What follows belongs to an exercise in optimizing a design on an open flow for small area, a short achievable clock period and few clock cycles; a production flow would make more cautious choices.
The RTL was checked by simulation tests, not by an equivalence proof against the original design.
Power is estimated from default activity; no workload was simulated.

Setup of lane 4:
## strv2_vlc_dec
module strv2_vlc_dec (
    input  wire        clk,
    input  wire        rst,             
    input  wire        start,
    input  wire        cfg_qmode,       
    input  wire [5:0]  cfg_qscale,      
    input  wire [15:0] cfg_mbtotal,     
    input  wire        in_valid,
    output wire        in_ready,
    input  wire [15:0] in_data,
    output reg         out_valid,
    input  wire        out_ready,
    output reg  [15:0] out_data,
    output wire        done,            
    output wire        fault,           
    output wire [1:0]  err_code,        
    output reg  [31:0] bit_count,       
    output reg  [15:0] esc_zero_count   
);
==> module strv2_vlc_dec, before the edit <==
module strv2_vlc_dec (
    input  wire        clk,
    input  wire        rst,             
    input  wire        start,
    input  wire        cfg_qmode,       
    input  wire [5:0]  cfg_qscale,      
    input  wire [15:0] cfg_mbtotal,     
    input  wire        in_valid,
    output wire        in_ready,
    input  wire [15:0] in_data,
    output reg         out_valid,
    input  wire        out_ready,
    output reg  [15:0] out_data,
    output wire        done,            
    output wire        fault,           
    output wire [1:0]  err_code,        
    output reg  [31:0] bit_count,       
    output reg  [15:0] esc_zero_count   
);
    localparam [15:0] EOD_WORD = 16'hFE00;
    localparam [2:0] S_IDLE   = 3'd0,
                     S_DC     = 3'd1,
                     S_AC     = 3'd2,
                     S_DONE   = 3'd3,
                     S_FAULT1 = 3'd5,      
                     S_FAULT2 = 3'd6;      
    reg  [2:0]  state;
    reg         qmode;
    reg  [5:0]  qscale;
    reg  [15:0] mbleft;       
    reg  [2:0]  blk;
    reg  [4:0]  bits_last;    
    reg         esc0_last;    
    reg         eob_last;     
    reg  [47:0] sbuf;
    reg  [5:0]  q;
    wire        q_neg = q[5];
    wire st_dc    = (state == S_DC);
    wire st_ac    = (state == S_AC);
    wire decoding = st_dc || st_ac;
    wire st_fault = (state == S_FAULT1) || (state == S_FAULT2);
    wire room     = q_neg || !q[4];                  
    wire begin_fr = !decoding && start;
    assign in_ready = !decoding || room;
    assign done     = (state == S_DONE) && !out_valid;
    assign fault    = st_fault && !out_valid;
    assign err_code = {state == S_FAULT2, state == S_FAULT1};
    wire take = in_valid && in_ready;
    wire [52:0] ext = {sbuf, 5'd0};
    wire [21:0] win = ext[q[4:0] +: 22];
    wire [16:0] w = win[21:5];
    reg  [4:0]  ac_len;      
    reg         ac_eob, ac_esc, ac_err;
    reg         ac_sign;     
    always @(*) begin
        ac_eob = 1'b0; ac_esc = 1'b0; ac_err = 1'b0; ac_sign = 1'b0;
        casez (w[16:5])
            12'b10??????????: begin ac_len = 5'd2;  ac_eob = 1'b1; end
            12'b11??????????: begin ac_len = 5'd3;  ac_sign = w[14]; end
            12'b011?????????: begin ac_len = 5'd4;  ac_sign = w[13]; end
            12'b010?????????: begin ac_len = 5'd5;  ac_sign = w[12]; end
            12'b00100???????: begin ac_len = 5'd9;  ac_sign = w[8]; end
            12'b001?????????: begin ac_len = 5'd6;  ac_sign = w[11]; end
            12'b0001????????: begin ac_len = 5'd7;  ac_sign = w[10]; end
            12'b00001???????: begin ac_len = 5'd8;  ac_sign = w[9]; end
            12'b000001??????: begin ac_len = 5'd22; ac_esc = 1'b1; end
            12'b0000001?????: begin ac_len = 5'd11; ac_sign = w[6]; end
            12'b00000001????: begin ac_len = 5'd13; ac_sign = w[4]; end
            12'b000000001???: begin ac_len = 5'd14; ac_sign = w[3]; end
            12'b0000000001??: begin ac_len = 5'd15; ac_sign = w[2]; end
            12'b00000000001?: begin ac_len = 5'd16; ac_sign = w[1]; end
            12'b000000000001: begin ac_len = 5'd17; ac_sign = w[0]; end
            default:          begin ac_len = 5'd12; ac_err = 1'b1; end
        endcase
    end
    wire [5:0] t_run;
    wire [5:0] t_level;
    strv2_ac_table u_table (
        .win   (w),
        .run   (t_run),
        .level (t_level)
    );
    wire [5:0]  lv_low   = {|t_level[4:0], |t_level[3:0], |t_level[2:0],
                            |t_level[1:0], t_level[0], 1'b0};    
    wire [9:0]  ac_bot   = {{4{ac_sign}}, t_level ^ ({6{ac_sign}} & lv_low)};
    wire [15:0] esc_word = win[15:0];
    wire [15:0] dc_word  = qmode ? win[21:6] : {qscale, win[21:12]};
    wire [15:0] word = st_dc ? dc_word : ac_esc ? esc_word : ac_eob ? EOD_WORD : {t_run, ac_bot};
    wire [4:0]  len  = st_dc ? (qmode ? 5'd16 : 5'd10) : ac_len;
    wire [5:0]  left = q - {1'b0, len};                
    wire        esc_code   = (w[16:11] == 6'b000001);
    wire        ge22       = !q_neg && (q[4:0] >= 5'd5);
    wire        have = !q_neg && (st_dc || !esc_code || ge22);
    wire        bad  = st_dc ? (dc_word == EOD_WORD) :
                       (ac_err || (ac_esc && esc_word == EOD_WORD));
    wire out_free = !out_valid || out_ready;
    wire go       = decoding && out_free && have;
    wire emit     = go && !bad;
    wire last_blk = (blk == 3'd5);
    wire last_mb  = (mbleft == 16'd1);
    wire [5:0] add = take ? 6'd16 : 6'd0;
    wire [5:0] q0  = take ? 6'b111111 : 6'b101111;    
    always @(posedge clk) begin
        if (take)
            sbuf <= {sbuf[31:0], in_data};
        if (out_free)
            out_data <= word;
        if (begin_fr) begin
            qmode  <= cfg_qmode;
            qscale <= cfg_qscale;
        end
        q         <= begin_fr ? q0 : emit ? (left + add) : (q + add);
        bits_last <= emit ? len : 5'd0;
        esc0_last <= emit && st_ac && ac_esc && (esc_word[9:0] == 10'd0);
        eob_last  <= emit && st_ac && ac_eob;
        bit_count      <= begin_fr ? 32'd0 : bit_count + {27'd0, bits_last};
        esc_zero_count <= begin_fr ? 16'd0 : esc_zero_count + {15'd0, esc0_last};
        if (begin_fr) begin
            mbleft <= cfg_mbtotal;
            blk    <= 3'd0;
        end else if (eob_last) begin
            if (last_blk) begin
                blk    <= 3'd0;
                mbleft <= mbleft - 16'd1;
            end else begin
                blk <= blk + 3'd1;
            end
        end
    end
    always @(posedge clk) begin
        if (rst) begin
            state     <= S_IDLE;
            out_valid <= 1'b0;
        end else begin
            if (out_valid && out_ready)
                out_valid <= 1'b0;
            if (begin_fr) begin
                if (cfg_mbtotal == 16'd0 || (!cfg_qmode && cfg_qscale == 6'd0))
                    state <= S_FAULT2;
                else
                    state <= S_DC;
            end else if (decoding) begin
                if (go && bad)
                    state <= S_FAULT1;
                if (emit) begin
                    out_valid <= 1'b1;
                    if (st_dc)
                        state <= S_AC;
                    if (st_ac && ac_eob)
                        state <= (last_blk && last_mb) ? S_DONE : S_DC;
                end
            end
        end
    end
endmodule
Settings: LEC_CHECK=0, ABC_AREA=1, CAP_MARGIN=20, CORE_MARGIN=2, CORE_UTILIZATION=40, PLACE_DENSITY=0.6, SETUP_SLACK_MARGIN=3, SLEW_MARGIN=20; clock period 8.0 ns.
run.sh (not shown) runs the stock make flow with config.mk's settings and CLKGATE_MAP_FILE= SYNTH_SCRIPT=/design/flow/synth_recipe.tcl, a recipe that flattens the netlist after the stock synthesis.
Testbench counts of lane 4, summed over its fixed seeds: cycles 12,196.
Here is what was changed in the inputs of lane 5 compared with lane 4.
-- flow/design.v --
<<< lane 4, line 243
    reg         esc0_last;    
    reg         eob_last;     
    reg  [47:0] sbuf;
    reg  [5:0]  q;
    wire        q_neg = q[5];
>>> lane 5, line 243
    reg         esc0_last;    
    reg         eob_last;     
    reg  [46:0] sbuf;
    reg  [5:0]  q;
    wire        q_neg = q[5];
<<< lane 4, line 257
    assign err_code = {state == S_FAULT2, state == S_FAULT1};
    wire take = in_valid && in_ready;
    wire [52:0] ext = {sbuf, 5'd0};
    wire [21:0] win = ext[q[4:0] +: 22];
    wire [16:0] w = win[21:5];
>>> lane 5, line 257
    assign err_code = {state == S_FAULT2, state == S_FAULT1};
    wire take = in_valid && in_ready;
    wire [52:0] ext = {sbuf, 6'd0};
    wire [21:0] win = ext[q[4:0] +: 22];
    wire [16:0] w = win[21:5];
<<< lane 4, line 300
    wire [5:0]  left = q - {1'b0, len};                
    wire        esc_code   = (w[16:11] == 6'b000001);
    wire        ge22       = !q_neg && (q[4:0] >= 5'd5);
    wire        have = !q_neg && (st_dc || !esc_code || ge22);
    wire        bad  = st_dc ? (dc_word == EOD_WORD) :
                       (ac_err || (ac_esc && esc_word == EOD_WORD));
>>> lane 5, line 300
    wire [5:0]  left = q - {1'b0, len};                
    wire        esc_code   = (w[16:11] == 6'b000001);
    wire        short_code = |w[16:12];
    wire        ge17       = !q_neg && (q[4:0] != 5'd0);
    wire        ge22       = !q_neg && (q[4:0] >= 5'd6);
    wire        have = ge22 || (!q_neg && (st_dc || short_code)) || (ge17 && !esc_code);
    wire        bad  = st_dc ? (dc_word == EOD_WORD) :
                       (ac_err || (ac_esc && esc_word == EOD_WORD));
<<< lane 4, line 310
    wire last_mb  = (mbleft == 16'd1);
    wire [5:0] add = take ? 6'd16 : 6'd0;
    wire [5:0] q0  = take ? 6'b111111 : 6'b101111;    
    always @(posedge clk) begin
        if (take)
            sbuf <= {sbuf[31:0], in_data};
        if (out_free)
            out_data <= word;
>>> lane 5, line 312
    wire last_mb  = (mbleft == 16'd1);
    wire [5:0] add = take ? 6'd16 : 6'd0;
    wire [5:0] q0  = take ? 6'b000000 : 6'b110000;    
    always @(posedge clk) begin
        if (take)
            sbuf <= {sbuf[30:0], in_data};
        if (out_free)
            out_data <= word;
Notes after the runs:
| wire length on met3 | higher: lane 4 |
Headroom to the max-slew limit for lane 5: 4.6 points up relative to lane 4
From lane 4 to lane 5 the numbers moved as follows: detailed placer's ending HPWL +5.2%, met1 track demand over resource has increased.
Lower part of the total power dissipated in combinational logic among lane 5 and lane 4: lane 4
Against lane 4, final instance area in lane 5 came out better.
The faster design of the two is lane 4; lane 5 tops out lower.
Lane 5 ends up with higher global-route usage than lane 4 does.
In lane 5 relative to lane 4, maximum number of pins on one net before global-route repair had gone up by a few percent.
Diff lane 4 -> lane 5: hold slack moved down, final period demand of the worst path moved up.
Lane 5: total routed wire length on the met1 layer is 9.0% higher than what lane 4 reported.
Status: area overhead of the layout relative to synthesis parity (lane 4, lane 5)
Testbench counts of lane 5, summed over its fixed seeds: cycles 12,142.

## re-timing with driven ports
The results above use ideal ports. As a check the final layouts listed here were re-extracted and re-timed, cells and wires unchanged.
Step 1 assumes that a clkbuf_16 drives the clock port and a buf_2 every other input.
Step 2, shift: input delay + t, output delay - t, t = (earliest + latest rising clock arrival at the registers) / 2. This alone moves slack from input paths to output paths.
Slacks: ideal / step 1 / step 2; pairs: ideal / step 1.
| run | t (ns) | slack for setup (ns) | latest minus earliest clock arrival (ns) | slew at the worst register clock pin (ns) | worst slew at a driven data input, ns |
|---|---|---|---|---|---|
| lane 4 | 0.478 | 3.314 / 3.314 / 3.314 | 0.014 / 0.013 | 0.07 / 0.07 | 0.05 |
| lane 5 | 0.473 | 3.244 / 3.244 / 3.244 | 0.013 / 0.012 | 0.07 / 0.07 | 0.06 |
After both steps setup and hold are still met in every run listed.
